This is an optimization exercise on Yosys and OpenROAD, whose aim is small area, a short achievable clock period and few clock cycles, not a production implementation.
Only simulation tests tie the RTL to the original design; equivalence was not proved.
Power is estimated from default activity; no workload was simulated.

==> flow/run.sh <==
#!/bin/bash
# synth_recipe.tcl (not shown) runs the flow's synth.tcl, then flattens the netlist and writes it again
# the make line also repeats each setting of config.mk as NAME=value (left out here)
make -C /OpenROAD-flow-scripts/flow DESIGN_CONFIG=/design/flow/config.mk WORK_HOME=/design/flow/orfs CLKGATE_MAP_FILE= SYNTH_SCRIPT=/design/flow/synth_recipe.tcl finish
==> flow/config.mk <==
export PLATFORM = sky130hd
export DESIGN_NAME = wnaf_expander
export DESIGN_NICKNAME = wnaf_expander
export VERILOG_FILES = /design/flow/design.v
export SDC_FILE = /design/flow/constraint.sdc
export NUM_CORES = 4
export LEC_CHECK = 0
export CAP_MARGIN = 20
export CORE_MARGIN = 2
export CORE_UTILIZATION = 35
export CTS_CLUSTER_DIAMETER = 80
export CTS_CLUSTER_SIZE = 20
export PLACE_DENSITY = 0.55
export SETUP_SLACK_MARGIN = 4.4
export SLEW_MARGIN = 20
==> flow/constraint.sdc <==
create_clock -name core_clock -period 7.0 [get_ports {clk}]
set_input_delay 1.4000 -clock core_clock [delete_from_list [all_inputs] [get_ports {clk}]]
set_output_delay 1.4000 -clock core_clock [all_outputs]
set_load 0.01 [all_outputs]
==> flow/design.v <==
module wnaf_expander (
    input  wire       clk,
    input  wire       rst,           
    input  wire       req_valid,
    output wire       req_ready,
    input  wire       req_we,
    input  wire [8:0] req_addr,
    input  wire [7:0] req_wdata,
    output reg        rsp_valid,
    output reg        rsp_err,
    output reg  [7:0] rsp_rdata
);
    localparam [1:0] PH_IDLE  = 2'd0,
                     PH_BUSY  = 2'd1,
                     PH_DONE  = 2'd2,
                     PH_FAULT = 2'd3;
    reg [7:0]   scalar [0:31];   
    reg [31:0]  svalid;
    reg [7:0]   w;
    reg [1:0]   phase;
    reg [1:0]   fcause;
    reg         cout;
    reg [255:0] snap;            
    reg [16:0]  lk;              
    reg [7:0]   nb;              
    reg [1:0]   ws;              
    reg [4:0]   q;               
    reg [2:0]   r;
    reg [5:0]   bm;              
    reg         stall;           
    reg         rdy;             
    reg         hit;             
    reg         sk1;             
    reg [7:0]   f_whi;           
    reg [3:0]   f_wlo;           
    reg         f_ww, f_exp, f_srst;                  
    reg         f_rsc, f_rw, f_rst, f_rfc, f_rdig;    
    reg         f_v;                                  
    reg [7:0]   rq_addr;
    reg [7:0]   rq_wdata;
    assign req_ready = rdy;
    integer k;
    wire accept = req_valid & ~stall;
    wire ph_idle  = (phase == PH_IDLE);
    wire ph_busy  = (phase == PH_BUSY);
    wire ph_done  = (phase == PH_DONE);
    wire ph_fault = (phase == PH_FAULT);
    reg  srdy;                   
    reg  badw;                   
    wire host_can_write = ph_idle | ph_done;
    wire f_wsc     = |f_whi;
    wire wr_scalar = f_wsc & host_can_write;
    wire [31:0] wr_byte;         
    genvar gb;
    generate
        for (gb = 0; gb < 32; gb = gb + 1) begin : g_wb
            assign wr_byte[gb] = f_whi[gb / 4] & f_wlo[gb % 4] & host_can_write;
        end
    endgenerate
    wire wr_w      = f_ww & host_can_write;
    wire do_expand = f_exp & host_can_write;
    wire do_srst   = f_srst & ~ph_busy;
    wire short = ~srdy;
    wire start = do_expand & ~badw & ~short;
    wire [255:0] x;
    genvar gi;
    generate
        for (gi = 0; gi < 32; gi = gi + 1) begin : g_x
            assign x[8*gi +: 8] = scalar[gi];
        end
    endgenerate
    wire rd_digit = f_rdig & ph_done;
    wire dig_now  = rd_digit & hit;                 
    wire seek     = rd_digit & ~hit;                
    wire [7:0] pos = {q, r};
    wire [5:0] wfill = {ws == 2'd3, ws >= 2'd2, ws != 2'd0, 3'b111};   
    wire       s_start = ~bm[0] & (lk[1] ^ lk[0]);
    wire [5:0] s_bm    = s_start ? wfill : {1'b0, bm[5:1]};
    reg  [7:0] s_digit;
    always @(*) begin
        case (ws)
            2'd0: s_digit = {{5{lk[4]}}, lk[4:2], 1'b1};
            2'd1: s_digit = {{4{lk[5]}}, lk[5:2], 1'b1};
            2'd2: s_digit = {{3{lk[6]}}, lk[6:2], 1'b1};
            default: s_digit = {{2{lk[7]}}, lk[7:2], 1'b1};
        endcase
        if (!s_start) s_digit = 8'h00;
    end
    reg [7:0] c_st;        
    reg [5:0] c_bm;        
    integer ci, cj;
    always @(*) begin
        for (ci = 0; ci < 8; ci = ci + 1) begin
            c_st[ci] = (lk[ci + 1] ^ lk[ci]);
            if (ci < 6)
                c_st[ci] = c_st[ci] & ~bm[ci];
            for (cj = 1; cj <= 6; cj = cj + 1)
                if (ci - cj >= 0 && (cj <= 3 || (cj == 4 && ws != 2'd0) ||
                                     (cj == 5 && ws[1]) || (cj == 6 && ws == 2'd3)))
                    c_st[ci] = c_st[ci] & ~c_st[ci - cj];
        end
        for (ci = 0; ci < 6; ci = ci + 1) begin
            c_bm[ci] = 1'b0;
            for (cj = 0; cj < 8; cj = cj + 1)
                if (8 + ci - cj <= 3)
                    c_bm[ci] = c_bm[ci] | c_st[cj];
                else if (8 + ci - cj <= 6)
                    c_bm[ci] = c_bm[ci] | (c_st[cj] & (ws >= (8 + ci - cj - 3)));
        end
    end
    wire mv_byte   = ph_busy | (seek & ~sk1);
    wire mv_single = dig_now | (seek & sk1);
    wire xing      = mv_byte | (mv_single & (r == 3'd7));    
    wire [4:0] q_p1   = q + 5'd1;
    wire [7:0] pos_p1 = pos + 8'd1;
    wire [7:0] pos_next = start ? 8'd0 :
                          mv_byte ? {q_p1, 3'b000} :
                          mv_single ? pos_p1 : pos;
    wire [7:0] ta = req_addr[7:0];
    wire [7:0] tr = rq_addr;
    wire a_s = (ta == pos_p1);
    wire a_h = (ta == pos);
    wire a_hit = ~start & ~mv_byte & (mv_single ? a_s : a_h);
    wire r_q1 = (tr[7:3] == q_p1), r_q = (tr[7:3] == q);
    wire r_b = r_q1 & (tr[2:0] == 3'd0);
    wire r_s = (r == 3'd7) ? r_b : (r_q & (tr[2:0] == r + 3'd1));
    wire r_hit = mv_byte ? r_b : r_s;
    wire r_sk = (mv_byte | (r == 3'd7)) ? r_q1 : 1'b1;
    wire [4:0] q_p3 = q + 5'd3;
    wire [7:0] nb_next = (q > 5'd28) ? 8'h00 : snap[{q_p3, 3'b000} +: 8];
    wire       wrap = xing & (q == 5'd31);
    always @(posedge clk) begin
        if (start) begin
            q    <= 5'd0;
            r    <= 3'd0;
            bm   <= 6'd0;
            cout <= 1'b0;
            lk   <= {scalar[1], scalar[0], 1'b0};
            nb   <= scalar[2];
        end else if (mv_byte | mv_single) begin
            q  <= pos_next[7:3];
            r  <= pos_next[2:0];
            if (wrap) begin
                lk <= {snap[15:0], 1'b0};
                nb <= snap[23:16];
            end else begin
                if (mv_byte)
                    lk <= {nb, lk[16:8]};
                else
                    lk <= {nb[r], lk[16:1]};
                if (xing)
                    nb <= nb_next;
            end
            if (wrap)
                bm <= 6'd0;
            else if (mv_byte)
                bm <= c_bm;
            else
                bm <= s_bm;
            if (ph_busy && q == 5'd31)
                cout <= lk[8] & ~c_bm[0];
        end
    end
    always @(posedge clk) begin
        if (start) begin
            snap <= x;
            ws   <= w[1:0];
        end
    end
    wire i_rdig = ~req_we & req_addr[8];
    always @(posedge clk) begin
        if (rst) begin
            stall  <= 1'b0;
            rdy    <= 1'b1;
            hit    <= 1'b0;
            sk1    <= 1'b0;
            f_whi  <= 8'h00;
            f_ww   <= 1'b0;
            f_exp  <= 1'b0;
            f_srst <= 1'b0;
            f_rsc  <= 1'b0;
            f_rw   <= 1'b0;
            f_rst  <= 1'b0;
            f_rfc  <= 1'b0;
            f_rdig <= 1'b0;
            f_v    <= 1'b0;
        end else if (seek) begin
            hit    <= r_hit;
            sk1    <= r_sk;
        end else begin
            stall  <= accept & i_rdig & ~a_hit;
            rdy    <= ~(accept & i_rdig & ~a_hit);
            hit    <= a_hit;
            sk1    <= 1'b1;
            for (k = 0; k < 8; k = k + 1)
                f_whi[k] <= accept & req_we & (req_addr[8:2] == k);
            f_ww   <= accept & req_we & (req_addr == 9'h020);
            f_exp  <= accept & req_we & (req_addr == 9'h021) & (req_wdata == 8'h01);
            f_srst <= accept & req_we & (req_addr == 9'h021) & (req_wdata == 8'h02);
            f_rsc  <= accept & ~req_we & (req_addr[8:5] == 4'b0000);
            f_rw   <= accept & ~req_we & (req_addr == 9'h020);
            f_rst  <= accept & ~req_we & (req_addr == 9'h022);
            f_rfc  <= accept & ~req_we & (req_addr == 9'h023);
            f_rdig <= accept & i_rdig;
            f_v    <= accept;
        end
    end
    always @(posedge clk) begin
        if (~stall)
            rq_addr <= req_addr[7:0];
        rq_wdata <= req_wdata;
        for (k = 0; k < 4; k = k + 1)
            f_wlo[k] <= (req_addr[1:0] == k);
    end
    wire ok = wr_scalar | wr_w | do_expand | do_srst | f_rsc | f_rw | f_rst | f_rfc | rd_digit;
    wire [7:0] status = {3'b000, srdy, ph_done & cout, ph_fault, ph_done, ph_busy};
    wire [7:0] rd_data =
        ({8{f_rsc & svalid[rq_addr[4:0]]}} & scalar[rq_addr[4:0]]) |
        ({8{f_rw}}   & w) |
        ({8{f_rst}}  & status) |
        ({8{f_rfc}}  & {6'b000000, fcause}) |
        ({8{rd_digit}} & s_digit);
    always @(posedge clk) begin
        if (rst) begin
            rsp_valid <= 1'b0;
            rsp_err   <= 1'b0;
            rsp_rdata <= 8'h00;
        end else begin
            rsp_valid <= f_v & ~seek;
            rsp_err   <= ~ok;
            rsp_rdata <= ok ? rd_data : 8'h80;
        end
    end
    always @(posedge clk) begin
        if (rst) begin
            phase  <= PH_IDLE;
            fcause <= 2'b00;
        end else if (do_srst) begin
            phase  <= PH_IDLE;
            fcause <= 2'b00;
        end else if (do_expand) begin
            if (badw | short) begin
                phase  <= PH_FAULT;
                fcause <= {short, badw};
            end else begin
                phase <= scalar[31][7] ? PH_BUSY : PH_DONE;
            end
        end else if (ph_busy) begin
            if (q == 5'd31)
                phase <= PH_DONE;
        end
    end
    reg [31:0] svalid_next;
    reg [7:0]  w_next;
    always @(*) begin
        svalid_next = svalid;
        w_next      = w;
        svalid_next = svalid_next | wr_byte;
        if (wr_w)
            w_next = rq_wdata;
        if (rst || do_srst) begin
            svalid_next = 32'h0;
            w_next      = 8'h00;
        end
    end
    wire clr = rst | do_srst;
    always @(posedge clk) begin
        svalid <= svalid_next;
        w      <= w_next;
        srdy   <= ~clr & (&(svalid | wr_byte));
        badw   <= clr | (w_next[7:2] != 6'b000001);
    end
    integer b;
    always @(posedge clk) begin
        for (b = 0; b < 32; b = b + 1)
            if (wr_byte[b])
                scalar[b] <= rq_wdata;
    end
endmodule
==> results of run 1 <==
## cells in the mapped netlist, types with 9 or more instances
cell type	instances	area share, %
sky130_fd_sc_hd__mux2i_1	24	0.90
sky130_fd_sc_hd__nor2b_1	23	0.54
sky130_fd_sc_hd__nand3_1	26	0.48
sky130_fd_sc_hd__o22ai_1	11	0.26
sky130_fd_sc_hd__edfxtp_1	546	61
sky130_fd_sc_hd__mux4_2	86	7.2
sky130_fd_sc_hd__a32oi_1	22	0.72
sky130_fd_sc_hd__o21ai_0	48	0.90
sky130_fd_sc_hd__clkbuf_1	37	0.52
sky130_fd_sc_hd__xnor2_1	28	0.91
sky130_fd_sc_hd__and3_1	11	0.26
sky130_fd_sc_hd__nor3_1	26	0.48
sky130_fd_sc_hd__xor2_1	15	0.49
sky130_fd_sc_hd__nand3b_1	9	0.25
sky130_fd_sc_hd__a22oi_1	73	2.0
sky130_fd_sc_hd__buf_2	21	0.39
sky130_fd_sc_hd__buf_4	14	0.39
sky130_fd_sc_hd__and2_1	37	0.86
sky130_fd_sc_hd__buf_1	9	0.13
sky130_fd_sc_hd__inv_1	15	0.21
sky130_fd_sc_hd__nand2_1	144	2.0
sky130_fd_sc_hd__nand2b_1	14	0.33
sky130_fd_sc_hd__dfxtp_1	105	7.8
sky130_fd_sc_hd__o21a_1	9	0.25
sky130_fd_sc_hd__a31oi_1	16	0.37
sky130_fd_sc_hd__nand4_1	17	0.40
sky130_fd_sc_hd__nor4_1	19	0.44
sky130_fd_sc_hd__nor2_1	150	2.1
sky130_fd_sc_hd__a21oi_1	89	1.7
## what timing repair did
action                                  4_1_cts  5_1_grt
hold buffers                                  0        0
pin swaps                                     4       12
endpoints found under the setup margin      316      143
gates cloned                                  2        6
buffers inserted                             17       29
resized for setup                           147       73
## worst max-delay path, delay by kind of cell (launching register included)
kind                       cells  cell delay, ns
buffers and inverters          4            0.42
adders and majority gates      1            0.34
DFF                            1            0.39
AOI/OAI and AO/OA              2            0.19
muxes                          3            1.01
## stage by stage
step	cells	setup WS, ns	instance area (sq um)
4_1_cts	2902	4.35	30200
5_1_grt	2937	4.34	30800
6_report	2939	4.39	30800
3_5_place_dp	2809	3.14	28300
3_3_place_gp	2808	3.13	28300
2_1_floorplan	1798	4.37	26900
## per-layer routing
layer	wire length [um]	global-route usage [%]
met5	9	0
met4	5050	10.3
met3	10800	5.66
met2	42500	36.5
met1	36500	31.8
## power by group through the flow
stage / sequential, mW / combinational, mW / clock [mW]
2_1_floorplan: 4.27 / 0.104 / 0
3_3_place_gp: 4.26 / 0.212 / 0
3_5_place_dp: 4.26 / 0.214 / 0
4_1_cts: 4.17 / 0.231 / 2.62
5_1_grt: 4.18 / 0.258 / 2.75
6_report: 4.17 / 0.250 / 2.60
## final timing paths
path | cells past startpoint | slack (ns) | startpoint | end
max | 10 | 4.39 | q[0] | nb[7]
min | 0 | 0.43 | scalar[4][0] | snap[32]
max reg2reg | 10 | 4.39 | q[0] | nb[7]
min reg2reg | 0 | 0.43 | scalar[4][0] | snap[32]
## flip-flops by register name, indices dropped and copies added (netlist names), 17 cells and up
| signal | count |
|---|---|
| lk | 17 |
| scalar | 256 |
| snap | 256 |
| svalid | 32 |
## cell usage in the layout, fill, tap and decap left out, types with 15 or more instances in the layout
master / synthesis / final
sky130_fd_sc_hd__a32oi_1: 22 / 22
sky130_fd_sc_hd__mux2i_1: 24 / 19
sky130_fd_sc_hd__and2_1: 37 / 26
sky130_fd_sc_hd__clkbuf_16: 0 / 50
sky130_fd_sc_hd__nand4_1: 17 / 17
sky130_fd_sc_hd__a22oi_1: 73 / 72
sky130_fd_sc_hd__mux4_2: 86 / 87
sky130_fd_sc_hd__edfxtp_1: 546 / 546
sky130_fd_sc_hd__nand3_1: 26 / 25
sky130_fd_sc_hd__nor4_1: 19 / 16
sky130_fd_sc_hd__dfxtp_1: 105 / 94
sky130_fd_sc_hd__nor3_1: 26 / 24
sky130_fd_sc_hd__clkbuf_1: 37 / 18
sky130_fd_sc_hd__nand2_1: 144 / 142
sky130_fd_sc_hd__a21oi_1: 89 / 89
sky130_fd_sc_hd__nor2_4: 2 / 17
sky130_fd_sc_hd__buf_4: 14 / 55
sky130_fd_sc_hd__nor2b_1: 23 / 21
sky130_fd_sc_hd__nor2_1: 150 / 130
sky130_fd_sc_hd__o21ai_0: 48 / 42
sky130_fd_sc_hd__xnor2_1: 28 / 27
sky130_fd_sc_hd__a31oi_1: 16 / 15
## kinds of logic after synthesis
| kind of cell | Yosys count | share of synthesized area, % |
|---|---|---|
| AO/OA/AOI/OAI | 350 | 8.88 |
| XOR/XNOR | 44 | 1.46 |
| adder cells (fa/ha/maj) | 6 | 0.280 |
| buffers and inverters | 105 | 1.98 |
| flip-flops | 651 | 68.9 |
| multiplexers | 122 | 8.84 |
| AND/OR/NAND/NOR | 520 | 9.63 |
## layout make-up
cell class                      count  area, sq um
Timing Repair Buffer              124         1390
Tap cell                         1030         1290
Multi-Input combinational cell   1042         8180
Antenna cell                        2         5.00
Fill cell                        6910        45200
Clock inverter                     10          109
Clock buffer                       64         1210
Inverter                           16         78.8
Sequential cell                   651        18500
==> impl_metrics.xml, run 1 <==
<?xml version="1.0" encoding="UTF-8"?>
<metrics>
  <group name="status">
    <metric name="run_status" unit="">finished clean</metric>
  </group>
  <group name="yosys">
    <metric name="ys_warn_count" unit="">23</metric>
    <metric name="post_synth_edffs" unit="">546</metric>
    <metric name="syn_area_per_cell" unit="sq um">14.9</metric>
    <metric name="syn_area" unit="sq mm">0.0268</metric>
    <metric name="synth_nets" unit="">1825</metric>
    <metric name="yosys_reg_bits" unit="">651</metric>
    <metric name="synthArstFlopShare" unit="%">0</metric>
    <metric name="synthFlopType" unit="">sky130_fd_sc_hd__edfxtp_1</metric>
    <metric name="synth_cell_type_count" unit="">94</metric>
    <metric name="postSynthCellCount" unit="">1798</metric>
    <metric name="synth_seq_area_share" unit="%">68.9</metric>
  </group>
  <group name="setup_path">
    <metric name="slowest_stage" unit="">sky130_fd_sc_hd__mux4_2</metric>
    <metric name="crit_path_max_incr_delay" unit="ns">0.53</metric>
    <metric name="critical-path-top-cell-by-count" unit="">sky130_fd_sc_hd__mux4_2</metric>
    <metric name="cp_max_fo" unit="">9</metric>
    <metric name="worst-endpoint-required" unit="ns">7.37</metric>
    <metric name="cp-end-kind" unit="">flop</metric>
    <metric name="timing.critical_path.arrival" unit="ns">2.97</metric>
    <metric name="critical_path_source_type" unit="">flop</metric>
    <metric name="criticalPathCategory" unit="">reg2reg</metric>
    <metric name="critical_path.cell_chain" unit="">inv_4 &gt; ha_4 &gt; buf_4 &gt; buf_6 &gt; buf_12 &gt; mux4_2 &gt; mux4_2 &gt; mux2i_1 &gt; o21ai_1 &gt; o21a_1</metric>
  </group>
  <group name="route">
    <metric name="drtAntennaViolNets" unit="">0</metric>
    <metric name="detail_route.first_pass.iterations" unit="">8</metric>
    <metric name="vias_per_cell" unit="">6.01</metric>
    <metric name="drt-total-wl" unit="um">94800</metric>
    <metric name="detailedRoute.firstIterationViolations" unit="">2626</metric>
    <metric name="dr_total_vias" unit="">17700</metric>
    <metric name="detail_route.drc_violations" unit="">0</metric>
    <metric name="route.detailed.wl_per_inst" unit="um">32.2</metric>
  </group>
  <group name="cts">
    <metric name="clock_path_buffers" unit="">3</metric>
    <metric name="clk_transition_reported_paths" unit="ns">0.09</metric>
    <metric name="cts_tree" unit="">built</metric>
    <metric name="clk_latency" unit="ns">0.61</metric>
    <metric name="cts_root_buffer" unit="">sky130_fd_sc_hd__clkbuf_16</metric>
    <metric name="htree_num_levels" unit="">2</metric>
    <metric name="clock_sinks" unit="">651</metric>
    <metric name="number_of_clock_buffers_inserted_by_tritoncts" unit="">41</metric>
  </group>
  <group name="pwr">
    <metric name="static_leakage" unit="nW">9.65</metric>
    <metric name="vdd_drop_max" unit="mV">0.181</metric>
    <metric name="clkPwrFrac" unit="%">37.0</metric>
    <metric name="power_switching_share" unit="%">21.7</metric>
    <metric name="p_sw" unit="mW">1.53</metric>
    <metric name="comb_power_share" unit="%">3.6</metric>
    <metric name="pwr_density_cell" unit="mW/mm^2">228</metric>
    <metric name="design_power_total" unit="mW">7.02</metric>
    <metric name="internal_power" unit="mW">5.50</metric>
    <metric name="seq_power_share" unit="%">59.4</metric>
  </group>
  <group name="flow_run">
    <metric name="maxCapViolations" unit="">0</metric>
  </group>
  <group name="sta">
    <metric name="finalHoldViolations" unit="">0</metric>
    <metric name="setup_violations" unit="">0</metric>
    <metric name="timing.slew.headroom" unit="%">16.0</metric>
    <metric name="achievable-frequency" unit="GHz">0.383</metric>
    <metric name="slew_violations" unit="">0</metric>
    <metric name="unrepaired_setup_endpoints_after_global_routing" unit="">true</metric>
    <metric name="setup_tns_final" unit="ns">0</metric>
    <metric name="timing.hold.ws" unit="ns">0.430</metric>
    <metric name="post-route-period-util" unit="%">37.3</metric>
    <metric name="worst-slew-pin-transition" unit="ns">1.26</metric>
    <metric name="clock_period_minus_final_worst_setup_slack" unit="ns">2.61</metric>
    <metric name="finClkSkew" unit="ns">0.0175</metric>
  </group>
  <group name="floorplan">
    <metric name="die_height" unit="um">281</metric>
    <metric name="fp.dieW" unit="um">281</metric>
    <metric name="placeableCoreArea" unit="sq mm">0.0759</metric>
    <metric name="dieArea" unit="sq mm">0.0789</metric>
    <metric name="design.portCount" unit="">32</metric>
    <metric name="core.rowCount" unit="">101</metric>
    <metric name="starting_utilization_of_the_core_area" unit="%">35.3</metric>
  </group>
  <group name="placement">
    <metric name="io_buffer_count" unit="">31</metric>
    <metric name="dp_hpwl" unit="um">63100</metric>
    <metric name="routability_congestion_estimate_from_global_placement" unit="">1.03</metric>
  </group>
  <group name="worst_hold_path">
    <metric name="min_path_type" unit="">reg2reg</metric>
  </group>
  <group name="global_route">
    <metric name="grt_util_all_layers" unit="%">23.6</metric>
    <metric name="number_of_global_route_vias_before_repair" unit="">16900</metric>
    <metric name="grt_max_degree" unit="">114</metric>
    <metric name="global_route.overflow_total" unit="">0</metric>
    <metric name="first_pass_grt_wire_length" unit="um">130000</metric>
    <metric name="number_of_antenna_violations_at_the_first_check_in_global_routing" unit="">1</metric>
  </group>
  <group name="finish">
    <metric name="finish.utilization" unit="%">40.5</metric>
    <metric name="synthToLayoutAreaGrowth" unit="%">14.7</metric>
    <metric name="final_net_count" unit="">1903</metric>
    <metric name="share_of_cells_above_drive_strength_1" unit="%">19.1</metric>
  </group>
</metrics>
Testbench counts, summed over its fixed seeds: cycles 28,474.
==> inputs of run 2 (changes only) <==
--- a/flow/config.mk
+++ b/flow/config.mk
@@ -12,4 +12,4 @@
 export CTS_CLUSTER_SIZE = 20
 export PLACE_DENSITY = 0.55
-export SETUP_SLACK_MARGIN = 4.4
+export SETUP_SLACK_MARGIN = 4.6
 export SLEW_MARGIN = 20
==> run 2 against run 1 <==
Net effect:
- global-route usage shrank 0.56 points
- worst setup slack got worse by 0.10 ns
- die area did not move
- non-clock buffer count up 26
- clock skew increased by 0.012 ns
- first-iteration DRC count grew 1.8%
- count of clock-buffer cells in the layout fell by 5
- power fell by 2.1%
- hold slack better by 0.017 ns
- cell area grew 2.4%
- largest power group unchanged
- highest routed layer unchanged
==> impl_metrics.xml, run 2 <==
<?xml version="1.0" encoding="UTF-8"?>
<metrics>
  <group name="yosys">
    <metric name="synth_nets" unit="">1825</metric>
    <metric name="synth.top_cells.by_area" unit="">sky130_fd_sc_hd__edfxtp_1 (61%), sky130_fd_sc_hd__dfxtp_1 (7.8%), sky130_fd_sc_hd__mux4_2 (7.2%)</metric>
    <metric name="postSynthCellCount" unit="">1798</metric>
    <metric name="syn_area_per_cell" unit="sq um">14.9</metric>
    <metric name="yosysTopAreaCellShare" unit="%">61.1</metric>
    <metric name="ys_warn_count" unit="">23</metric>
    <metric name="post_synth_edffs" unit="">546</metric>
    <metric name="synthFlopType" unit="">sky130_fd_sc_hd__edfxtp_1</metric>
    <metric name="syn_area" unit="sq mm">0.0268</metric>
    <metric name="synthArstFlopShare" unit="%">0</metric>
    <metric name="yosys_reg_bits" unit="">651</metric>
    <metric name="synth_most_common_cell" unit="">sky130_fd_sc_hd__edfxtp_1</metric>
    <metric name="ys_top_cells_by_count" unit="">sky130_fd_sc_hd__edfxtp_1 (546), sky130_fd_sc_hd__nor2_1 (150), sky130_fd_sc_hd__nand2_1 (144)</metric>
    <metric name="synth_top_cell_by_area" unit="">sky130_fd_sc_hd__edfxtp_1</metric>
    <metric name="synth_seq_area_share" unit="%">68.9</metric>
    <metric name="synth_cell_type_count" unit="">94</metric>
  </group>
  <group name="floorplan">
    <metric name="design.portCount" unit="">32</metric>
    <metric name="fp.dieW" unit="um">281</metric>
    <metric name="dieArea" unit="sq mm">0.0789</metric>
    <metric name="placeableCoreArea" unit="sq mm">0.0759</metric>
    <metric name="starting_utilization_of_the_core_area" unit="%">35.3</metric>
    <metric name="core.rowCount" unit="">101</metric>
    <metric name="die_height" unit="um">281</metric>
  </group>
  <group name="route">
    <metric name="drtAntennaViolNets" unit="">0</metric>
    <metric name="route.detailed.wl_per_inst" unit="um">32.1</metric>
    <metric name="drt-total-wl" unit="um">94900</metric>
    <metric name="detailedRoute.firstIterationViolations" unit="">2672</metric>
    <metric name="vias_per_cell" unit="">6.10</metric>
    <metric name="detail_route.first_pass.iterations" unit="">11</metric>
    <metric name="detail_route.drc_violations" unit="">0</metric>
    <metric name="dr_total_vias" unit="">18000</metric>
  </group>
  <group name="setup_path">
    <metric name="timing.critical_path.arrival" unit="ns">3.07</metric>
    <metric name="cp_max_fo" unit="">7</metric>
    <metric name="cp-end-kind" unit="">flop</metric>
    <metric name="worst_r2r_path_depth" unit="">9</metric>
    <metric name="worst-endpoint-required" unit="ns">7.36</metric>
    <metric name="critical_path_source_type" unit="">flop</metric>
    <metric name="criticalPathCategory" unit="">reg2reg</metric>
  </group>
  <group name="sta">
    <metric name="slew_violations" unit="">0</metric>
    <metric name="finClkSkew" unit="ns">0.0291</metric>
    <metric name="setup_tns_final" unit="ns">0</metric>
    <metric name="clock_period_minus_final_worst_setup_slack" unit="ns">2.71</metric>
    <metric name="achievable-frequency" unit="GHz">0.369</metric>
    <metric name="unrepaired_setup_endpoints_after_global_routing" unit="">true</metric>
    <metric name="timing.slew.headroom" unit="%">27.7</metric>
    <metric name="setup_violations" unit="">0</metric>
    <metric name="finalHoldViolations" unit="">0</metric>
    <metric name="post-route-period-util" unit="%">38.7</metric>
    <metric name="worst-slew-pin-transition" unit="ns">1.08</metric>
  </group>
  <group name="cts">
    <metric name="cts.hold.buffers_added" unit="">0</metric>
    <metric name="clk_latency" unit="ns">0.60</metric>
    <metric name="clock_sinks" unit="">651</metric>
    <metric name="htree_num_levels" unit="">2</metric>
    <metric name="clock_path_buffers" unit="">3</metric>
    <metric name="cts_root_buffer" unit="">sky130_fd_sc_hd__clkbuf_16</metric>
    <metric name="clk_transition_reported_paths" unit="ns">0.09</metric>
    <metric name="cts_tree" unit="">built</metric>
    <metric name="number_of_clock_buffers_inserted_by_tritoncts" unit="">40</metric>
  </group>
  <group name="finish">
    <metric name="mostFrequentLayoutCell" unit="">sky130_fd_sc_hd__edfxtp_1</metric>
    <metric name="fillerInstances" unit="">6858</metric>
    <metric name="synthToLayoutAreaGrowth" unit="%">17.4</metric>
    <metric name="finish.utilization" unit="%">41.5</metric>
    <metric name="largestRegisters" unit="">scalar: 256 flops, snap: 256 flops, svalid: 32 flops</metric>
    <metric name="most-common-layout-cells" unit="">sky130_fd_sc_hd__edfxtp_1 (546), sky130_fd_sc_hd__nand2_1 (140), sky130_fd_sc_hd__nor2_1 (131)</metric>
    <metric name="postLayoutCellArea" unit="sq mm">0.0315</metric>
    <metric name="diodes" unit="">0</metric>
    <metric name="final_net_count" unit="">1930</metric>
    <metric name="share_of_cells_above_drive_strength_1" unit="%">23.3</metric>
  </group>
  <group name="global_route">
    <metric name="grt_max_degree" unit="">108</metric>
    <metric name="first_pass_grt_wire_length" unit="um">129000</metric>
    <metric name="number_of_global_route_vias_before_repair" unit="">17100</metric>
    <metric name="number_of_antenna_violations_at_the_first_check_in_global_routing" unit="">2</metric>
    <metric name="grt_util_all_layers" unit="%">23.1</metric>
    <metric name="global_route.overflow_total" unit="">0</metric>
  </group>
  <group name="pwr">
    <metric name="static_leakage" unit="nW">9.92</metric>
    <metric name="vdd_drop_max" unit="mV">0.149</metric>
    <metric name="design_power_total" unit="mW">6.88</metric>
    <metric name="pwr_density_cell" unit="mW/mm^2">218</metric>
  </group>
  <group name="worst_hold_path">
    <metric name="holdPathStages" unit="">0</metric>
    <metric name="min_path_type" unit="">reg2reg</metric>
  </group>
  <group name="status">
    <metric name="run_status" unit="">finished clean</metric>
  </group>
  <group name="placement">
    <metric name="dp_hpwl" unit="um">62700</metric>
    <metric name="placed_area" unit="sq mm">0.0283</metric>
    <metric name="routability_congestion_estimate_from_global_placement" unit="">1.10</metric>
    <metric name="io_buffer_count" unit="">31</metric>
  </group>
  <group name="flow_run">
    <metric name="maxCapViolations" unit="">0</metric>
  </group>
</metrics>
run 2: cell counts after synthesis:
Identical to the previous run, type by type.
run 2: cell families after synthesis:
kind of cell / share of synthesized area [%]
flops: 68.9
xor+xnor: 1.46
fa+ha+maj: 0.280
simple gates: 9.63
buf+inv: 1.98
compound gates: 8.88
mux: 8.84
run 2: final cells by class:
type                    count  area, sq um  share of cell area, %
flip-flops and latches    651        18500                   58.9
multi-input cells        1042         8540                   27.1
repair buffers            150         1830                   5.79
well taps                1030         1290                   4.09
clock buffers              59         1090                   3.47
inverters                  16         97.6                  0.310
clock inverters             8         88.8                  0.282
repair inverters            2         22.5                 0.0715
run 2: repair_timing:
action,4_1_cts,5_1_grt
setup endpoints to repair,297,243
resized for setup,203,122
pin swaps,13,45
buffers inserted,29,43
gates cloned,4,11
run 2: metal layers:
metal	wire (um)	share of wire, %	global-route usage [%]	vias up
li1	-	-	-	7263
met1	35700	38	30.5	9210
met2	43700	46	37.0	1262
met3	9530	10	4.15	310
met4	5960	6.3	10.8	2
met5	12	0.013	0	-
run 2: worst paths after layout:
kind	slack, ns	to	startpoint
max reg2reg	4.29	nb[2]	q[0]
max	4.29	nb[2]	q[0]
min	0.45	snap[161]	scalar[20][1]
min reg2reg	0.45	snap[161]	scalar[20][1]
run 2: metrics by stage:
stage          setup slack, ns  hold WS (ns)  instances
6_report                  4.29         0.447       2958
5_1_grt                   4.27         0.454       2958
4_1_cts                   4.36         0.447       2904
3_5_place_dp              3.09         0.431       2804
3_3_place_gp              3.10         0.423       2803
2_1_floorplan             4.37         0.417       1798
run 2: worst max-delay path: stages, from the launching register on:
cell and delay, ns:
sky130_fd_sc_hd__dfxtp_4 0.41, sky130_fd_sc_hd__inv_8 0.05, sky130_fd_sc_hd__ha_4 0.28, sky130_fd_sc_hd__buf_12 0.19
sky130_fd_sc_hd__clkbuf_16 0.21, sky130_fd_sc_hd__mux4_2 0.30, sky130_fd_sc_hd__mux4_2 0.56, sky130_fd_sc_hd__mux2i_2 0.24
sky130_fd_sc_hd__o21ai_1 0.09, sky130_fd_sc_hd__o21a_1 0.13
run 2: report_power, final:
| part | leakage [nW] | internal (mW) | total, mW | switching [mW] |
|---|---|---|---|---|
| combinational | 3.57 | 0.0991 | 0.272 | 0.173 |
| sequential | 5.79 | 4.16 | 4.18 | 0.0194 |
| clock | 0.570 | 1.14 | 2.42 | 1.28 |
| total | 9.92 | 5.40 | 6.88 | 1.48 |
==> inputs of run 3 (changes only) <==
--- a/flow/design.v
+++ b/flow/design.v
@@ -22,5 +22,5 @@
     reg         cout;
     reg [255:0] snap;            
-    reg [16:0]  lk;              
+    reg [8:0]   lk;              
     reg [7:0]   nb;              
     reg [1:0]   ws;              
@@ -127,6 +127,6 @@
     wire r_hit = mv_byte ? r_b : r_s;
     wire r_sk = (mv_byte | (r == 3'd7)) ? r_q1 : 1'b1;
-    wire [4:0] q_p3 = q + 5'd3;
-    wire [7:0] nb_next = (q > 5'd28) ? 8'h00 : snap[{q_p3, 3'b000} +: 8];
+    wire [4:0] q_p2 = q + 5'd2;
+    wire [7:0] nb_next = (q > 5'd29) ? 8'h00 : snap[{q_p2, 3'b000} +: 8];
     wire       wrap = xing & (q == 5'd31);
     always @(posedge clk) begin
@@ -136,17 +136,17 @@
             bm   <= 6'd0;
             cout <= 1'b0;
-            lk   <= {scalar[1], scalar[0], 1'b0};
-            nb   <= scalar[2];
+            lk   <= {scalar[0], 1'b0};
+            nb   <= scalar[1];
         end else if (mv_byte | mv_single) begin
             q  <= pos_next[7:3];
             r  <= pos_next[2:0];
             if (wrap) begin
-                lk <= {snap[15:0], 1'b0};
-                nb <= snap[23:16];
+                lk <= {snap[7:0], 1'b0};
+                nb <= snap[15:8];
             end else begin
                 if (mv_byte)
-                    lk <= {nb, lk[16:8]};
+                    lk <= {nb, lk[8]};
                 else
-                    lk <= {nb[r], lk[16:1]};
+                    lk <= {nb[r], lk[8:1]};
                 if (xing)
                     nb <= nb_next;
--- a/flow/config.mk
+++ b/flow/config.mk
@@ -12,4 +12,4 @@
 export CTS_CLUSTER_SIZE = 20
 export PLACE_DENSITY = 0.55
-export SETUP_SLACK_MARGIN = 4.6
+export SETUP_SLACK_MARGIN = 4.4
 export SLEW_MARGIN = 20
==> run 3 against run 2 <==
Net effect:
- largest cell class unchanged
- final cell count is 3.7% lower
- die area is 2.0% lower
- hold slack worse by 0.0060 ns
- still clean on timing, DRC and antenna
- count of clock-buffer cells in the layout is 12 lower
- critical path depth stayed put
- largest power group unchanged
==> impl_metrics.xml, run 3 <==
<?xml version="1.0" encoding="UTF-8"?>
<metrics>
  <group name="status">
    <metric name="run_status" unit="">finished clean</metric>
  </group>
  <group name="cts">
    <metric name="htree_num_levels" unit="">2</metric>
    <metric name="cts.hold.buffers_added" unit="">0</metric>
    <metric name="cts_tree" unit="">built</metric>
    <metric name="clk_transition_reported_paths" unit="ns">0.09</metric>
    <metric name="number_of_clock_buffers_inserted_by_tritoncts" unit="">39</metric>
    <metric name="cts_root_buffer" unit="">sky130_fd_sc_hd__clkbuf_16</metric>
    <metric name="clock_path_buffers" unit="">3</metric>
    <metric name="clk_latency" unit="ns">0.61</metric>
    <metric name="clock_sinks" unit="">643</metric>
  </group>
  <group name="sta">
    <metric name="timing.slew.headroom" unit="%">14.5</metric>
    <metric name="final.setup.worst_slack" unit="ns">4.23</metric>
    <metric name="unrepaired_setup_endpoints_after_global_routing" unit="">true</metric>
    <metric name="slew_violations" unit="">0</metric>
    <metric name="worst-slew-pin-transition" unit="ns">1.28</metric>
    <metric name="setup_tns_final" unit="ns">0</metric>
    <metric name="finClkSkew" unit="ns">0.0392</metric>
    <metric name="setup_violations" unit="">0</metric>
    <metric name="achievable-frequency" unit="GHz">0.361</metric>
    <metric name="post-route-period-util" unit="%">39.6</metric>
    <metric name="finalHoldViolations" unit="">0</metric>
    <metric name="clock_period_minus_final_worst_setup_slack" unit="ns">2.77</metric>
  </group>
  <group name="finish">
    <metric name="most-common-layout-cells" unit="">sky130_fd_sc_hd__edfxtp_1 (538), sky130_fd_sc_hd__nor2_1 (128), sky130_fd_sc_hd__dfxtp_1 (98)</metric>
    <metric name="synthToLayoutAreaGrowth" unit="%">17.9</metric>
    <metric name="diodes" unit="">0</metric>
    <metric name="final_net_count" unit="">1894</metric>
    <metric name="share_of_cells_above_drive_strength_1" unit="%">22.0</metric>
    <metric name="mostFrequentLayoutCell" unit="">sky130_fd_sc_hd__edfxtp_1</metric>
    <metric name="largestRegisters" unit="">scalar: 256 flops, snap: 256 flops, svalid: 32 flops</metric>
    <metric name="fillerInstances" unit="">6579</metric>
  </group>
  <group name="yosys">
    <metric name="ys_warn_count" unit="">23</metric>
    <metric name="synth_top_cell_by_area" unit="">sky130_fd_sc_hd__edfxtp_1</metric>
    <metric name="synth_seq_area_share" unit="%">69.4</metric>
    <metric name="synth_nets" unit="">1778</metric>
    <metric name="ys_top_cells_by_count" unit="">sky130_fd_sc_hd__edfxtp_1 (538), sky130_fd_sc_hd__nor2_1 (136), sky130_fd_sc_hd__dfxtp_1 (105)</metric>
    <metric name="synth.top_cells.by_area" unit="">sky130_fd_sc_hd__edfxtp_1 (61%), sky130_fd_sc_hd__dfxtp_1 (8.0%), sky130_fd_sc_hd__mux4_2 (7.6%)</metric>
    <metric name="syn_area_per_cell" unit="sq um">15.0</metric>
    <metric name="synthFlopType" unit="">sky130_fd_sc_hd__edfxtp_1</metric>
    <metric name="synth_most_common_cell" unit="">sky130_fd_sc_hd__edfxtp_1</metric>
    <metric name="yosys_reg_bits" unit="">643</metric>
    <metric name="postSynthCellCount" unit="">1750</metric>
    <metric name="synthArstFlopShare" unit="%">0</metric>
    <metric name="yosysTopAreaCellShare" unit="%">61.4</metric>
    <metric name="synth_cell_type_count" unit="">71</metric>
    <metric name="syn_area" unit="sq mm">0.0263</metric>
    <metric name="post_synth_edffs" unit="">538</metric>
  </group>
  <group name="route">
    <metric name="detail_route.first_pass.iterations" unit="">6</metric>
    <metric name="vias_per_cell" unit="">6.15</metric>
    <metric name="route.detailed.wl_per_inst" unit="um">32.6</metric>
    <metric name="drtAntennaViolNets" unit="">0</metric>
    <metric name="dr_total_vias" unit="">17500</metric>
    <metric name="drt-total-wl" unit="um">92700</metric>
    <metric name="detail_route.drc_violations" unit="">0</metric>
    <metric name="detailedRoute.firstIterationViolations" unit="">2787</metric>
  </group>
  <group name="setup_path">
    <metric name="timing.critical_path.arrival" unit="ns">3.23</metric>
    <metric name="rrSetupSlack" unit="ns">4.23</metric>
    <metric name="rr_endpoint" unit="">rsp_rdata[3]</metric>
    <metric name="cp-end-kind" unit="">flop</metric>
    <metric name="cp_max_fo" unit="">6</metric>
    <metric name="criticalPathCategory" unit="">reg2reg</metric>
    <metric name="worst_r2r_path_depth" unit="">9</metric>
    <metric name="worst-endpoint-required" unit="ns">7.46</metric>
    <metric name="critical_path.reg2reg.startpoint" unit="">rq_addr[1]</metric>
    <metric name="critical_path_source_type" unit="">flop</metric>
  </group>
  <group name="global_route">
    <metric name="global_route.overflow_total" unit="">0</metric>
    <metric name="number_of_global_route_vias_before_repair" unit="">16900</metric>
    <metric name="grt_max_degree" unit="">120</metric>
    <metric name="first_pass_grt_wire_length" unit="um">128000</metric>
    <metric name="grt_util_all_layers" unit="%">23.2</metric>
    <metric name="number_of_antenna_violations_at_the_first_check_in_global_routing" unit="">1</metric>
  </group>
  <group name="pwr">
    <metric name="pwr_density_cell" unit="mW/mm^2">241</metric>
    <metric name="static_leakage" unit="nW">10.1</metric>
    <metric name="vdd_drop_max" unit="mV">0.150</metric>
  </group>
  <group name="worst_hold_path">
    <metric name="min_path_type" unit="">reg2reg</metric>
    <metric name="worst_hold_path.endpoint" unit="">snap[135]</metric>
    <metric name="holdPathStages" unit="">0</metric>
    <metric name="min_from" unit="">scalar[16][7]</metric>
  </group>
  <group name="floorplan">
    <metric name="starting_utilization_of_the_core_area" unit="%">35.3</metric>
    <metric name="placeableCoreArea" unit="sq mm">0.0744</metric>
    <metric name="fp.dieW" unit="um">278</metric>
    <metric name="core.rowCount" unit="">100</metric>
    <metric name="dieArea" unit="sq mm">0.0774</metric>
    <metric name="design.portCount" unit="">32</metric>
    <metric name="die_height" unit="um">278</metric>
  </group>
  <group name="placement">
    <metric name="io_buffer_count" unit="">31</metric>
    <metric name="detailedPlace.worstSlack" unit="ns">3.09</metric>
    <metric name="dp_hpwl" unit="um">54600</metric>
    <metric name="routability_congestion_estimate_from_global_placement" unit="">0.894</metric>
  </group>
  <group name="flow_run">
    <metric name="maxCapViolations" unit="">0</metric>
  </group>
</metrics>
run 3: cell count changes after synthesis, moves of 12 or more:
cell / change
sky130_fd_sc_hd__clkbuf_1: +31
sky130_fd_sc_hd__nand3_1: +63
sky130_fd_sc_hd__nand2_1: -57
sky130_fd_sc_hd__a31oi_1: +12
sky130_fd_sc_hd__buf_4: -13
sky130_fd_sc_hd__a32oi_1: +15
sky130_fd_sc_hd__nand4_1: +21
sky130_fd_sc_hd__a21oi_1: -22
sky130_fd_sc_hd__o21ai_0: -22
sky130_fd_sc_hd__nor2_1: -14
sky130_fd_sc_hd__a22oi_1: -40
sky130_fd_sc_hd__mux2i_1: -13
sky130_fd_sc_hd__and3_1: +14
run 3: how the worst max path moves through the flow:
stage                start            to  depth (start not counted)
6_report        rq_addr[1]  rsp_rdata[3]                          9
5_1_grt              lk[4]          cout                          7
4_1_cts         rq_addr[1]  rsp_rdata[3]                          9
3_5_place_dp      phase[0]         bm[4]                          8
3_3_place_gp      phase[0]         bm[4]                          8
2_1_floorplan  req_addr[3]         stall                          7
run 3: metal layers:
layer	vias to the layer above	global-route usage [%]	part of all wire, %
met3	212	4.42	10
met5	-	0	0
met2	1164	36.7	46
met1	9018	30.9	38
li1	7137	-	-
met4	0	10.9	5.2
run 3: area by class of cell:
class | count | area [sq um] | area share, %
timing repair buffer | 181 | 2280 | 7.36
multi-input combinational | 988 | 8060 | 26.0
tap | 969 | 1210 | 3.91
clock buffer | 47 | 1010 | 3.24
inverter | 13 | 65.1 | 0.210
sequential | 643 | 18300 | 58.9
clock inverter | 8 | 105 | 0.339
run 3: power by group:
group | leakage (nW) | internal (mW) | switching, mW
clock | 0.536 | 1.07 | 1.29
sequential | 5.70 | 4.13 | 0.0355
combinational | 3.82 | 0.465 | 0.487
total | 10.1 | 5.67 | 1.81
run 3: repair_timing:
| item | CTS | global route |
|---|---|---|
| pin swaps | 33 | 19 |
| gates resized for setup | 181 | 60 |
| endpoints found under the setup margin | 338 | 194 |
| setup buffers | 65 | 23 |
| cloned | 10 | 8 |
run 3: kinds of logic after synthesis:
group	Yosys count	synth area share, %
XOR/XNOR	42	1.40
buffers and inverters	121	2.00
AO/OA/AOI/OAI	283	7.63
multiplexers	111	8.62
adder cells (fa/ha/maj)	7	0.333
flip-flops	643	69.4
AND/OR/NAND/NOR	543	10.6
run 3: per-stage QoR:
step / cell area (sq um) / power, mW / util [%] / hold slack [ns] / instances
after floorplan: 26400 / 4.71 / - / 0.417 / 1750
after global placement: 27800 / 4.94 / 37.3 / 0.423 / 2686
after global routing: 31000 / 7.67 / 41.7 / 0.456 / 2849
after detailed placement: 27800 / 4.95 / 37.3 / 0.426 / 2687
final: 31000 / 7.48 / 41.7 / 0.441 / 2849
after CTS: 30400 / 7.40 / 40.8 / 0.434 / 2817
run 3: worst max-delay path: stages, from the launching register on:
cell and delay (ns):
sky130_fd_sc_hd__edfxtp_1 0.44, sky130_fd_sc_hd__buf_12 0.18, sky130_fd_sc_hd__buf_8 0.14, sky130_fd_sc_hd__and3_4 0.22
sky130_fd_sc_hd__and2_4 0.21, sky130_fd_sc_hd__a221o_1 0.33, sky130_fd_sc_hd__or4_4 0.42, sky130_fd_sc_hd__or4_4 0.49
sky130_fd_sc_hd__o211ai_2 0.13, sky130_fd_sc_hd__a21oi_2 0.08
Testbench counts of run 3, summed over its fixed seeds: cycles 28,474.
==> inputs of run 4 (changes only) <==
--- a/flow/config.mk
+++ b/flow/config.mk
@@ -12,4 +12,4 @@
 export CTS_CLUSTER_SIZE = 20
 export PLACE_DENSITY = 0.55
-export SETUP_SLACK_MARGIN = 4.4
+export SETUP_SLACK_MARGIN = 4.5
 export SLEW_MARGIN = 20
==> run 4 against run 3 <==
Net effect:
- count of clock-buffer cells in the layout grew 17
- sequential cell count did not move
- first-iteration DRC count decreased by 12%
- core utilization decreased by 0.28 points
- critical path depth is 1 higher
- critical endpoint unchanged
- highest routed layer is now met5
==> impl_metrics.xml, run 4 <==
<?xml version="1.0" encoding="UTF-8"?>
<metrics>
  <group name="status">
    <metric name="run_status" unit="">finished clean</metric>
  </group>
  <group name="setup_path">
    <metric name="worst-endpoint-required" unit="ns">7.45</metric>
    <metric name="crit_path_max_incr_delay" unit="ns">0.46</metric>
    <metric name="cp-end-kind" unit="">flop</metric>
    <metric name="worst_r2r_path_depth" unit="">10</metric>
    <metric name="cp_max_fo" unit="">8</metric>
    <metric name="critical-path-top-cell-by-count" unit="">sky130_fd_sc_hd__buf_4</metric>
    <metric name="timing.critical_path.arrival" unit="ns">3.14</metric>
    <metric name="criticalPathCategory" unit="">reg2reg</metric>
    <metric name="critical_path.cell_chain" unit="">buf_4 &gt; buf_12 &gt; buf_4 &gt; and3_4 &gt; and2_4 &gt; a221o_1 &gt; or4_1 &gt; or4_4 &gt; o211ai_2 &gt; a21oi_2</metric>
    <metric name="slowest_stage" unit="">sky130_fd_sc_hd__or4_1</metric>
    <metric name="critical_path_source_type" unit="">flop</metric>
  </group>
  <group name="finish">
    <metric name="final_net_count" unit="">1879</metric>
    <metric name="diodes" unit="">0</metric>
    <metric name="most-common-layout-cells" unit="">sky130_fd_sc_hd__edfxtp_1 (538), sky130_fd_sc_hd__nor2_1 (127), sky130_fd_sc_hd__dfxtp_1 (92)</metric>
    <metric name="largestRegisters" unit="">scalar: 256 flops, snap: 256 flops, svalid: 32 flops</metric>
    <metric name="synthToLayoutAreaGrowth" unit="%">17.1</metric>
    <metric name="share_of_cells_above_drive_strength_1" unit="%">22.3</metric>
    <metric name="finish.utilization" unit="%">41.4</metric>
    <metric name="mostFrequentLayoutCell" unit="">sky130_fd_sc_hd__edfxtp_1</metric>
  </group>
  <group name="global_route">
    <metric name="first_pass_grt_wire_length" unit="um">132000</metric>
    <metric name="grt_max_degree" unit="">147</metric>
    <metric name="grt_util_all_layers" unit="%">24.3</metric>
    <metric name="number_of_global_route_vias_before_repair" unit="">16900</metric>
    <metric name="number_of_antenna_violations_at_the_first_check_in_global_routing" unit="">1</metric>
    <metric name="global_route.overflow_total" unit="">0</metric>
  </group>
  <group name="floorplan">
    <metric name="fp.dieW" unit="um">278</metric>
    <metric name="starting_utilization_of_the_core_area" unit="%">35.3</metric>
    <metric name="placeableCoreArea" unit="sq mm">0.0744</metric>
    <metric name="core.rowCount" unit="">100</metric>
    <metric name="dieArea" unit="sq mm">0.0774</metric>
    <metric name="die_height" unit="um">278</metric>
    <metric name="design.portCount" unit="">32</metric>
  </group>
  <group name="yosys">
    <metric name="postSynthCellCount" unit="">1750</metric>
    <metric name="synthFlopType" unit="">sky130_fd_sc_hd__edfxtp_1</metric>
    <metric name="ys_warn_count" unit="">23</metric>
    <metric name="synthArstFlopShare" unit="%">0</metric>
    <metric name="post_synth_edffs" unit="">538</metric>
    <metric name="synth_cell_type_count" unit="">71</metric>
    <metric name="synth_seq_area_share" unit="%">69.4</metric>
    <metric name="synth_nets" unit="">1778</metric>
    <metric name="synth_top_cell_by_area" unit="">sky130_fd_sc_hd__edfxtp_1</metric>
    <metric name="synth.top_cells.by_area" unit="">sky130_fd_sc_hd__edfxtp_1 (61%), sky130_fd_sc_hd__dfxtp_1 (8.0%), sky130_fd_sc_hd__mux4_2 (7.6%)</metric>
    <metric name="yosysTopAreaCellShare" unit="%">61.4</metric>
    <metric name="syn_area_per_cell" unit="sq um">15.0</metric>
    <metric name="synth_most_common_cell" unit="">sky130_fd_sc_hd__edfxtp_1</metric>
    <metric name="syn_area" unit="sq mm">0.0263</metric>
    <metric name="ys_top_cells_by_count" unit="">sky130_fd_sc_hd__edfxtp_1 (538), sky130_fd_sc_hd__nor2_1 (136), sky130_fd_sc_hd__dfxtp_1 (105)</metric>
    <metric name="yosys_reg_bits" unit="">643</metric>
  </group>
  <group name="route">
    <metric name="drtAntennaViolNets" unit="">0</metric>
    <metric name="detail_route.first_pass.iterations" unit="">6</metric>
    <metric name="detailedRoute.firstIterationViolations" unit="">2439</metric>
    <metric name="drt-total-wl" unit="um">95400</metric>
    <metric name="route.detailed.wl_per_inst" unit="um">33.5</metric>
    <metric name="vias_per_cell" unit="">6.19</metric>
    <metric name="dr_total_vias" unit="">17600</metric>
    <metric name="detail_route.drc_violations" unit="">0</metric>
  </group>
  <group name="cts">
    <metric name="clock_sinks" unit="">643</metric>
    <metric name="clk_transition_reported_paths" unit="ns">0.09</metric>
    <metric name="htree_num_levels" unit="">2</metric>
    <metric name="cts.hold.buffers_added" unit="">0</metric>
    <metric name="clk_latency" unit="ns">0.61</metric>
    <metric name="clock_path_buffers" unit="">3</metric>
    <metric name="cts_tree" unit="">built</metric>
    <metric name="number_of_clock_buffers_inserted_by_tritoncts" unit="">38</metric>
    <metric name="cts_root_buffer" unit="">sky130_fd_sc_hd__clkbuf_16</metric>
  </group>
  <group name="sta">
    <metric name="post-route-period-util" unit="%">38.5</metric>
    <metric name="clock_period_minus_final_worst_setup_slack" unit="ns">2.69</metric>
    <metric name="slew_violations" unit="">0</metric>
    <metric name="timing.slew.headroom" unit="%">15.1</metric>
    <metric name="finalHoldViolations" unit="">0</metric>
    <metric name="setup_violations" unit="">0</metric>
    <metric name="finClkSkew" unit="ns">0.0249</metric>
    <metric name="achievable-frequency" unit="GHz">0.372</metric>
    <metric name="setup_tns_final" unit="ns">0</metric>
    <metric name="unrepaired_setup_endpoints_after_global_routing" unit="">true</metric>
    <metric name="worst-slew-pin-transition" unit="ns">1.27</metric>
  </group>
  <group name="placement">
    <metric name="routability_congestion_estimate_from_global_placement" unit="">0.916</metric>
    <metric name="io_buffer_count" unit="">31</metric>
    <metric name="dp_hpwl" unit="um">58000</metric>
  </group>
  <group name="worst_hold_path">
    <metric name="holdPathStages" unit="">0</metric>
    <metric name="min_path_type" unit="">reg2reg</metric>
  </group>
  <group name="pwr">
    <metric name="pwr_density_cell" unit="mW/mm^2">242</metric>
    <metric name="static_leakage" unit="nW">9.96</metric>
    <metric name="vdd_drop_max" unit="mV">0.147</metric>
    <metric name="design_power_total" unit="mW">7.47</metric>
  </group>
  <group name="flow_run">
    <metric name="maxCapViolations" unit="">0</metric>
  </group>
</metrics>
-- run 4: cell types whose count changed in the layout (fill, tap and decap cells not counted), moves of 6 or more --
cell | previous run | this run
sky130_fd_sc_hd__clkbuf_1 | 8 | 25
sky130_fd_sc_hd__buf_2 | 0 | 8
sky130_fd_sc_hd__a22oi_1 | 25 | 19
sky130_fd_sc_hd__a22oi_2 | 8 | 14
sky130_fd_sc_hd__clkbuf_16 | 45 | 39
sky130_fd_sc_hd__dfxtp_1 | 98 | 92
-- run 4: logic make-up after synthesis --
group	synth area share (%)
xor gates and xnor gates	1.40
AOI/OAI and AO/OA	7.63
DFF	69.4
and+or+nand+nor	10.6
buffers and inverters	2.00
adders and majority gates	0.333
muxes	8.62
-- run 4: worst paths after layout --
kind         slack [ns]           end     startpoint
min reg2reg        0.45     snap[117]  scalar[14][5]
max                4.31  rsp_rdata[3]     rq_addr[1]
min                0.45     snap[117]  scalar[14][5]
max reg2reg        4.31  rsp_rdata[3]     rq_addr[1]
-- run 4: metal layers --
metal	routed length (um)	up-vias	GRT usage [%]	part of all wire, %
met5	13	-	0	0.014
met4	6440	2	14.1	6.8
met3	9790	303	4.96	10
met2	43400	1169	37.9	46
met1	35700	9033	31.4	37
li1	-	7129	-	-
-- run 4: worst max-delay path, delay by kind of cell (launching register included) --
| kind | cells | cell delay [ns] |
|---|---|---|
| flops | 1 | 0.41 |
| simple gates | 4 | 1.24 |
| compound gates | 3 | 0.44 |
| buf+inv | 3 | 0.45 |
-- run 4: per-stage QoR --
stage	area, sq um	cells	hold slack (ns)	setup slack, ns
finish	30800	2847	0.446	4.31
global route	30800	2847	0.464	4.26
CTS	30400	2837	0.444	4.32
detailed placement	27800	2685	0.426	2.99
global placement	27800	2685	0.432	3.12
floorplan	26400	1750	0.417	4.38
-- run 4: report_power, final --
part	internal, mW	leakage, nW	switching, mW
clock	1.06	0.524	1.27
combinational	0.498	3.73	0.478
sequential	4.13	5.71	0.0319
-- run 4: timing repair --
item / 4_1_cts / 5_1_grt
gates resized for setup: 211 / 71
pin swaps: 32 / 24
gates cloned: 16 / 1
endpoints found under the setup margin: 260 / 203
setup buffers: 69 / 9
-- run 4: final cells by class --
cell class              instances  area, sq um
clock buffers                  64         1070
flip-flops and latches        643        18300
clock inverters                 3         26.3
multi-input cells             987         8090
inverters                      13         65.1
well taps                     969         1210
repair inverters                1         8.76
repair buffers                167         2040
fillers                      6667        43600
==> inputs of run 5 (changes only) <==
--- a/flow/config.mk
+++ b/flow/config.mk
@@ -6,4 +6,5 @@
 export NUM_CORES = 4
 export LEC_CHECK = 0
+export ABC_AREA = 1
 export CAP_MARGIN = 20
 export CORE_MARGIN = 2
@@ -12,4 +13,4 @@
 export CTS_CLUSTER_SIZE = 20
 export PLACE_DENSITY = 0.55
-export SETUP_SLACK_MARGIN = 4.5
+export SETUP_SLACK_MARGIN = 4.8
 export SLEW_MARGIN = 20
==> run 5 against run 4 <==
Net effect:
- still clean on timing, DRC and antenna
- worst setup slack better by 0.25 ns
- register-to-register slack improved by 0.45 ns
- first-iteration DRC count grew 3.6%
- synthesized cell count grew 43%
- cell area rose by 6.0%
- synthesized area rose by 1.5%
- sequential power is essentially flat
- final cell count grew 29%
- largest cell class unchanged
==> impl_metrics.xml, run 5 <==
<?xml version="1.0" encoding="UTF-8"?>
<metrics>
  <group name="setup_path">
    <metric name="critical_path.cell_chain" unit="">buf_6</metric>
    <metric name="timing.critical_path.arrival" unit="ns">1.04</metric>
    <metric name="rrSetupSlack" unit="ns">4.76</metric>
    <metric name="critPathBufInv" unit="">1</metric>
    <metric name="cp-end-kind" unit="">output pin</metric>
    <metric name="crit_path_max_incr_delay" unit="ns">0.36</metric>
    <metric name="critical_path_source_type" unit="">flop</metric>
    <metric name="criticalPathCategory" unit="">reg2out</metric>
    <metric name="worst-endpoint-required" unit="ns">5.60</metric>
    <metric name="worst_path_dominant_cell_family" unit="">flip-flops</metric>
    <metric name="slowest_stage" unit="">sky130_fd_sc_hd__dfxtp_2</metric>
    <metric name="cp_max_fo" unit="">1</metric>
  </group>
  <group name="finish">
    <metric name="finish.utilization" unit="%">43.1</metric>
    <metric name="largestRegisters" unit="">scalar: 256 flops, snap: 256 flops, svalid: 32 flops</metric>
    <metric name="final_net_count" unit="">2696</metric>
    <metric name="share_of_cells_above_drive_strength_1" unit="%">19.4</metric>
    <metric name="finalNonFillerCells" unit="">3675</metric>
    <metric name="mostFrequentLayoutCell" unit="">sky130_fd_sc_hd__edfxtp_1</metric>
    <metric name="fillerInstances" unit="">6961</metric>
    <metric name="diodes" unit="">0</metric>
    <metric name="most-common-layout-cells" unit="">sky130_fd_sc_hd__edfxtp_1 (538), sky130_fd_sc_hd__nand2_1 (487), sky130_fd_sc_hd__nor2_1 (336)</metric>
    <metric name="synthToLayoutAreaGrowth" unit="%">22.3</metric>
  </group>
  <group name="placement">
    <metric name="routability_congestion_estimate_from_global_placement" unit="">0.888</metric>
    <metric name="detailedPlace.worstSlack" unit="ns">3.02</metric>
    <metric name="io_buffer_count" unit="">31</metric>
    <metric name="place.detailed.instances" unit="">3467</metric>
    <metric name="dp_hpwl" unit="um">52900</metric>
  </group>
  <group name="yosys">
    <metric name="postSynthCellCount" unit="">2508</metric>
    <metric name="yosysTopAreaCellShare" unit="%">60.5</metric>
    <metric name="ys_top_cells_by_count" unit="">sky130_fd_sc_hd__edfxtp_1 (538), sky130_fd_sc_hd__nand2_1 (534), sky130_fd_sc_hd__nor2_1 (434)</metric>
    <metric name="synth.top_cells.by_area" unit="">sky130_fd_sc_hd__edfxtp_1 (61%), sky130_fd_sc_hd__dfxtp_1 (7.9%), sky130_fd_sc_hd__nand2_1 (7.5%)</metric>
    <metric name="post_synth_edffs" unit="">538</metric>
    <metric name="synth_most_common_cell" unit="">sky130_fd_sc_hd__edfxtp_1</metric>
    <metric name="synth_cell_type_count" unit="">45</metric>
    <metric name="syn_area" unit="sq mm">0.0267</metric>
    <metric name="ys_warn_count" unit="">23</metric>
    <metric name="synthArstFlopShare" unit="%">0</metric>
    <metric name="synth_top_cell_by_area" unit="">sky130_fd_sc_hd__edfxtp_1</metric>
    <metric name="synth_seq_area_share" unit="%">68.4</metric>
    <metric name="synth_nets" unit="">2536</metric>
    <metric name="syn_area_per_cell" unit="sq um">10.6</metric>
    <metric name="synthFlopType" unit="">sky130_fd_sc_hd__edfxtp_1</metric>
    <metric name="yosys_reg_bits" unit="">643</metric>
  </group>
  <group name="pwr">
    <metric name="pwr_density_cell" unit="mW/mm^2">220</metric>
    <metric name="comb_power_share" unit="%">9.0</metric>
    <metric name="power_switching_share" unit="%">24.0</metric>
    <metric name="seq_power_share" unit="%">57.7</metric>
    <metric name="vdd_drop_max" unit="mV">0.156</metric>
    <metric name="internal_power" unit="mW">5.45</metric>
    <metric name="static_leakage" unit="nW">11.8</metric>
    <metric name="p_sw" unit="mW">1.72</metric>
    <metric name="clkPwrFrac" unit="%">33.4</metric>
  </group>
  <group name="sta">
    <metric name="post-route-period-util" unit="%">34.9</metric>
    <metric name="setup_violations" unit="">0</metric>
    <metric name="unrepaired_setup_endpoints_after_global_routing" unit="">true</metric>
    <metric name="clock_period_minus_final_worst_setup_slack" unit="ns">2.44</metric>
    <metric name="timing.hold.ws" unit="ns">0.445</metric>
    <metric name="slew_violations" unit="">0</metric>
    <metric name="finClkSkew" unit="ns">0.0249</metric>
    <metric name="worst-slew-pin-transition" unit="ns">1.02</metric>
    <metric name="timing.slew.headroom" unit="%">32.2</metric>
    <metric name="achievable-frequency" unit="GHz">0.409</metric>
    <metric name="finalHoldViolations" unit="">0</metric>
    <metric name="setup_tns_final" unit="ns">0</metric>
    <metric name="final.setup.worst_slack" unit="ns">4.56</metric>
  </group>
  <group name="flow_run">
    <metric name="maxCapViolations" unit="">0</metric>
  </group>
  <group name="route">
    <metric name="detail_route.drc_violations" unit="">0</metric>
    <metric name="dr_total_vias" unit="">19900</metric>
    <metric name="detail_route.first_pass.iterations" unit="">6</metric>
    <metric name="drt-total-wl" unit="um">87800</metric>
    <metric name="route.detailed.wl_per_inst" unit="um">23.9</metric>
    <metric name="drtAntennaViolNets" unit="">0</metric>
    <metric name="detailedRoute.firstIterationViolations" unit="">2527</metric>
    <metric name="vias_per_cell" unit="">5.41</metric>
  </group>
  <group name="floorplan">
    <metric name="dieArea" unit="sq mm">0.0785</metric>
    <metric name="core.rowCount" unit="">101</metric>
    <metric name="placeableCoreArea" unit="sq mm">0.0757</metric>
    <metric name="die_height" unit="um">280</metric>
    <metric name="fp.dieW" unit="um">280</metric>
    <metric name="design.portCount" unit="">32</metric>
    <metric name="starting_utilization_of_the_core_area" unit="%">35.3</metric>
  </group>
  <group name="cts">
    <metric name="number_of_clock_buffers_inserted_by_tritoncts" unit="">39</metric>
    <metric name="cts.hold.buffers_added" unit="">0</metric>
    <metric name="htree_num_levels" unit="">2</metric>
    <metric name="clk_transition_reported_paths" unit="ns">0.09</metric>
    <metric name="cts_root_buffer" unit="">sky130_fd_sc_hd__clkbuf_16</metric>
    <metric name="clock_path_buffers" unit="">3</metric>
    <metric name="cts_tree" unit="">built</metric>
    <metric name="clock_sinks" unit="">643</metric>
    <metric name="clk_latency" unit="ns">0.59</metric>
  </group>
  <group name="global_route">
    <metric name="global_route.overflow_total" unit="">0</metric>
    <metric name="met2_usage" unit="%">36.3</metric>
    <metric name="grt_use_met1" unit="%">28.4</metric>
    <metric name="first_pass_grt_wire_length" unit="um">123000</metric>
    <metric name="number_of_global_route_vias_before_repair" unit="">18800</metric>
    <metric name="busiest_layer" unit="">met2</metric>
    <metric name="number_of_antenna_violations_at_the_first_check_in_global_routing" unit="">1</metric>
    <metric name="grt_max_degree" unit="">67</metric>
    <metric name="grt_util_all_layers" unit="%">21.4</metric>
    <metric name="global_route.usage.met3" unit="%">2.61</metric>
  </group>
  <group name="status">
    <metric name="run_status" unit="">finished clean</metric>
  </group>
  <group name="worst_hold_path">
    <metric name="min_path_type" unit="">reg2reg</metric>
  </group>
</metrics>
## run 5: changes by cell type in the layout (fill, tap and decap cells not counted), sizes merged, moves of 47 or more
cell / change
mux4: -91
nand2: +454
and2: -47
inv: +190
o211ai: +60
o21ai: +151
nor2: +314
## run 5: kinds of logic after synthesis
kind of cell	synth area share (%)
adders and majority gates	0.328
buffers and inverters	4.27
DFF	68.4
and+or+nand+nor	18.0
AOI/OAI and AO/OA	8.44
xor gates and xnor gates	0.558
muxes	0.0375
## run 5: per-layer routing
layer  vias up  share of wire, %
li1       8980                 -
met4         0               3.8
met5         -                 0
met1      9899                41
met2       859                48
met3       154               7.2
## run 5: path summary, 6_finish.rpt
path,from,end,cells after the start
worst min register to register,scalar[13][4],snap[108],0
worst max-delay path,rsp_rdata[3],rsp_rdata[3],1
worst max register to register,rq_addr[2],rsp_rdata[6],11
worst min-delay path,scalar[13][4],snap[108],0
## run 5: power groups by stage
stage          registers, mW  clock network, mW  logic (mW)
5_1_grt                 4.14               2.57       0.669
3_3_place_gp            4.23                  0       0.414
6_report                4.13               2.39       0.642
4_1_cts                 4.13               2.43       0.538
2_1_floorplan           4.23                  0       0.236
3_5_place_dp            4.23                  0       0.418
## run 5: cell type report
type,count,area (sq um),share of cell area [%]
inverters,208,868,2.66
repair inverters,3,31.3,0.0958
clock inverters,5,37.5,0.115
clock buffers,65,1120,3.44
repair buffers,195,2300,7.04
multi-input cells,1578,8780,26.9
well taps,978,1220,3.75
flip-flops and latches,643,18300,56.0
## run 5: what timing repair did
action | 4_1_cts | 5_1_grt
buffers inserted | 64 | 54
resized for setup | 356 | 197
pin swaps | 33 | 93
setup endpoints to repair | 371 | 127
gates cloned | 11 | 9
## run 5: per-stage QoR
stage,instance area [sq um],power (mW)
4_1_cts,31300,7.11
3_5_place_dp,28200,4.65
6_report,32700,7.17
5_1_grt,32700,7.37
3_3_place_gp,28100,4.64
2_1_floorplan,26800,4.46

==> static timing again, ports no longer ideal <==
The flow's constraints put no driver on any port. The routed layouts listed below were extracted and timed again, unchanged, in two steps. Step 1 sets driving cells, clkbuf_16 on the clock port and buf_2 on the other inputs (assumed; they add their load-dependent delay and slew). Step 2 times the ports against the registers' clock, not the clock port: input delays grow and output delays shrink by t, the midpoint of the rising clock arrivals with the driver on. Three values: ideal, step 1, step 2; two values: the first two.
| run | t (ns) | slack for setup (ns) | worst setup path after step 2 | pins driven straight from the clock port |
|---|---|---|---|---|
| run 1 | 0.669 | 4.392 / 4.353 / 3.886 | input to register | 1 |
| run 2 | 0.649 | 4.291 / 4.291 / 3.961 | input to register | 1 |
| run 3 | 0.651 | 4.230 / 4.230 / 3.862 | input to register | 1 |
| run 4 | 0.659 | 4.308 / 4.308 / 3.970 | input to register | 1 |
| run 5 | 0.637 | 4.555 / 4.494 / 4.211 | input to register | 1 |
After both steps every run listed still meets setup and hold. For run 1, which loses most, drivers alone change the setup slack by -0.039 ns; drivers and shift together by -0.506 ns.
